Background: an optimization exercise with open tools, aiming at small area and a short achievable clock period. Do not read the settings as production practice.
Function was checked by simulation only, so behaviour that the tests miss may differ from the original.
Power is estimated from default activity; no workload was simulated.

== alpha ==
// intron_rx_framer
module intron_rx_framer (
    input  wire         clk,
    input  wire         rst,             
    input  wire         soft_reset,      
    input  wire [47:0]  intron_sess,     
    input  wire         rx_valid,
    input  wire [7:0]   rx_data,
    input  wire         alloc_ok,        
    input  wire         cas_valid,
    input  wire [3:0]   cas_old,
    input  wire [3:0]   cas_new,
    input  wire         activity_clr,    
    input  wire         query_valid,     
    input  wire [7:0]   query_idx,
    input  wire         ap_take,         
    output reg  [3:0]   mode,
    output reg          cas_ok,
    output reg          associated,
    output reg          activity,
    output reg          mac_valid,
    output reg  [47:0]  mac,
    output reg  [7:0]   ap_count,
    output reg          ap_valid,
    output reg  [7:0]   ap_index,
    output reg  [127:0] ap_info,
    output reg          pkt_start,
    output wire [15:0]  pkt_len,
    output reg          pkt_wr,
    output wire [7:0]   pkt_data,
    output reg          pkt_end,
    output reg          pkt_good,
    output reg          evt_valid,
    output reg  [2:0]   evt_code,
    output wire [7:0]   evt_type,
    output wire [15:0]  evt_size
);
Size: about 440 flip-flops, roughly 20,000 µm² of cells after synthesis.
export LEC_CHECK = 0
export CAP_MARGIN = 20
export CORE_MARGIN = 2
export CORE_UTILIZATION = 50
export PLACE_DENSITY = 0.65
export SETUP_SLACK_MARGIN = 5
export SLEW_MARGIN = 20
export SYNTH_HIERARCHICAL = 1
export SYNTH_MINIMUM_KEEP_SIZE = 0
create_clock -name core_clock -period 8.0 [get_ports {clk}]
standard.sh (not shown) runs the stock make flow with config.mk's settings and CLKGATE_MAP_FILE= SYNTH_SCRIPT=/design/flow/synth_recipe.tcl, a recipe that flattens the netlist after the stock synthesis.
==> flow/flow/run.sh <==
#!/bin/bash
# Standard layout, with the smallest buffer on every port.
set -euo pipefail
bash standard.sh "BUFFER_PORTS_ARGS=-buffer_cell sky130_fd_sc_hd__buf_1" finish > standard.log 2>&1
--- input diff alpha..beta ---
Settings: an added CTS_BUF_LIST of sky130_fd_sc_hd__clkbuf_8 sky130_fd_sc_hd__clkbuf_16; a change of CORE_UTILIZATION from 50 to 65; an added CTS_CLUSTER_SIZE of 20; a change of PLACE_DENSITY from 0.65 to 0.75; an added CTS_CLUSTER_DIAMETER of 50.
Findings:
beta | status: complete | timing, DRC, antenna: pass. Delta (beta minus alpha): design area grew by about 1.3%; biggest cell delay along the critical path shrank by 0.10 ns; die area shrank by 23%; final antenna diode count grew by 2. beta has less setup slack than alpha.
Input changes introduced in gamma (baseline for comparison: beta):
Settings: CTS_CLUSTER_SIZE now 25, was 20; PLACE_DENSITY now 0.65, was 0.75; SETUP_SLACK_MARGIN now 4.7, was 5; CORE_UTILIZATION now 50, was 65; CTS_CLUSTER_DIAMETER now 60, was 50; CTS_BUF_LIST now sky130_fd_sc_hd__clkbuf_16, was sky130_fd_sc_hd__clkbuf_8 sky130_fd_sc_hd__clkbuf_16.
==> comparison <==
Headroom to the max-slew limit in gamma is 11 points above beta.
Cell with the largest stage delay on the worst path: sky130_fd_sc_hd__and2_4 -> beta, sky130_fd_sc_hd__dfxtp_4 -> gamma
~same hold slack in gamma and beta
On clock power: between gamma and beta, it ends up higher for beta.
Compared to beta, gamma was floorplanned on a bigger die.
Inputs modified between gamma and delta:
Settings: SETUP_SLACK_MARGIN now 5, was 4.7.
Notes after the runs:
Diff gamma -> delta: worst setup margin increased 0.14 ns; netlist area before placement was more or less identical; worst hold slack ~0 delta.
On design internal power, delta and gamma are basically level.
Re final period utilization: gamma was higher than delta.
Diff gamma -> delta: routed wire length went up by about 3%, utilization after layout went up by 2.1 points.
Routing usage on met1 sits higher in delta than in gamma.

========
Another version of the RTL of intron_rx_framer (not shown whole).
For scale: roughly 19000 um^2 of cells after synthesis.
Settings: LEC_CHECK=0, ABC_AREA=1, CAP_MARGIN=20, CORE_MARGIN=2, CORE_UTILIZATION=50, CTS_BUF_LIST=sky130_fd_sc_hd__clkbuf_16, CTS_CLUSTER_DIAMETER=100, CTS_CLUSTER_SIZE=30, PLACE_DENSITY=0.6, SETUP_SLACK_MARGIN=5, SLEW_MARGIN=20, SYNTH_HIERARCHICAL=1, SYNTH_MINIMUM_KEEP_SIZE=0; clock period 8.0 ns.
Scripts as last shown in full above: flow/flow/run.sh
Edit:
==> flow/flow/run.sh (replaced) <==
#!/bin/bash
# Standard layout, with the smallest buffer on every port and a timing-repair
# target of 5.3 ns setup slack.
set -euo pipefail
bash standard.sh "BUFFER_PORTS_ARGS=-buffer_cell sky130_fd_sc_hd__buf_1" SETUP_SLACK_MARGIN=5.3 finish > standard.log 2>&1
--- a/flow/config.mk
+++ b/flow/config.mk
@@ -15,3 +15,2 @@
 export PLACE_DENSITY = 0.6
-export SETUP_SLACK_MARGIN = 5
 export SLEW_MARGIN = 20
The new run produced a clean layout.
Cell area rose by roughly a tenth.
Clock skew stays flat.
Area after synthesis does not change.
Edit:
==> flow/flow/run.sh (replaced) <==
#!/bin/bash
# Standard layout, with the smallest buffer on every port and no gate cloning in timing repair.
set -euo pipefail
bash standard.sh "BUFFER_PORTS_ARGS=-buffer_cell sky130_fd_sc_hd__buf_1" SKIP_GATE_CLONING=1 finish > standard.log 2>&1
--- a/flow/config.mk
+++ b/flow/config.mk
@@ -15,2 +15,3 @@
 export PLACE_DENSITY = 0.6
+export SETUP_SLACK_MARGIN = 5
 export SLEW_MARGIN = 20
Maximum frequency rises by 0.38%.
Area after synthesis is unchanged.
Cell area falls by 9.0%.
Wire length goes down by about 8%.
Edit:
==> flow/flow/run.sh (replaced) <==
#!/bin/bash
# Standard layout, with the smallest buffer on every port.
set -euo pipefail
bash standard.sh "BUFFER_PORTS_ARGS=-buffer_cell sky130_fd_sc_hd__buf_1" finish > standard.log 2>&1
--- a/flow/config.mk
+++ b/flow/config.mk
@@ -13,4 +13,4 @@
 export CTS_CLUSTER_DIAMETER = 100
-export CTS_CLUSTER_SIZE = 30
-export PLACE_DENSITY = 0.6
+export CTS_CLUSTER_SIZE = 26
+export PLACE_DENSITY = 0.65
 export SETUP_SLACK_MARGIN = 5
The new run went through all stages and came out clean.
Via count hardly moves.
Total power goes down slightly.
Sequential share of layout area stays flat.
Worst setup slack gets worse by 40 ps.
Die area stays the same.
Core utilization is about the same.
Worst hold slack stays flat.
Cell count goes down slightly.
Wire length goes down slightly.
Non-clock buffer count goes down by 10.
Final area barely changes.

==> separate check: timing with driven ports <==
The results above use ideal ports. As a check the final layouts listed here were re-extracted and re-timed, cells and wires unchanged.
Step 1 assumes that a clkbuf_16 drives the clock port and a buf_2 every other input.
Step 2 also shifts input and output timing later by t, the mid clock arrival at the registers, as if the neighbouring blocks saw the same clock.
Three values: ideal, step 1, step 2; two values: the first two.
run	t (ns)	setup WS [ns]	worst hold slack (ns)	worst setup path after step 2	worst register clock-pin slew, ns
alpha	0.609	4.863 / 4.863 / 4.346	0.419 / 0.419 / 0.419	input to register	0.07 / 0.07
beta	0.589	4.793 / 4.795 / 4.218	0.426 / 0.426 / 0.426	input to register	0.09 / 0.09
gamma	0.647	4.745 / 4.745 / 4.137	0.425 / 0.425 / 0.425	input to register	0.10 / 0.10
delta	0.637	4.881 / 4.881 / 4.405	0.426 / 0.426 / 0.426	input to register	0.09 / 0.09
the first run of note 2	0.595	5.076 / 5.020 / 4.515	0.428 / 0.428 / 0.428	input to register	0.12 / 0.12
the second run of note 2	0.597	5.002 / 5.002 / 4.430	0.429 / 0.429 / 0.429	input to register	0.12 / 0.12
the third run of note 2	0.595	5.013 / 5.005 / 4.444	0.429 / 0.429 / 0.429	input to register	0.12 / 0.12
the fourth run of note 2	0.594	4.973 / 4.994 / 4.403	0.428 / 0.428 / 0.428	input to register	0.10 / 0.10
After both steps setup and hold are still met in every run listed. For gamma, which loses most, drivers alone change the setup slack by 0.000 ns; drivers and shift together by -0.608 ns.
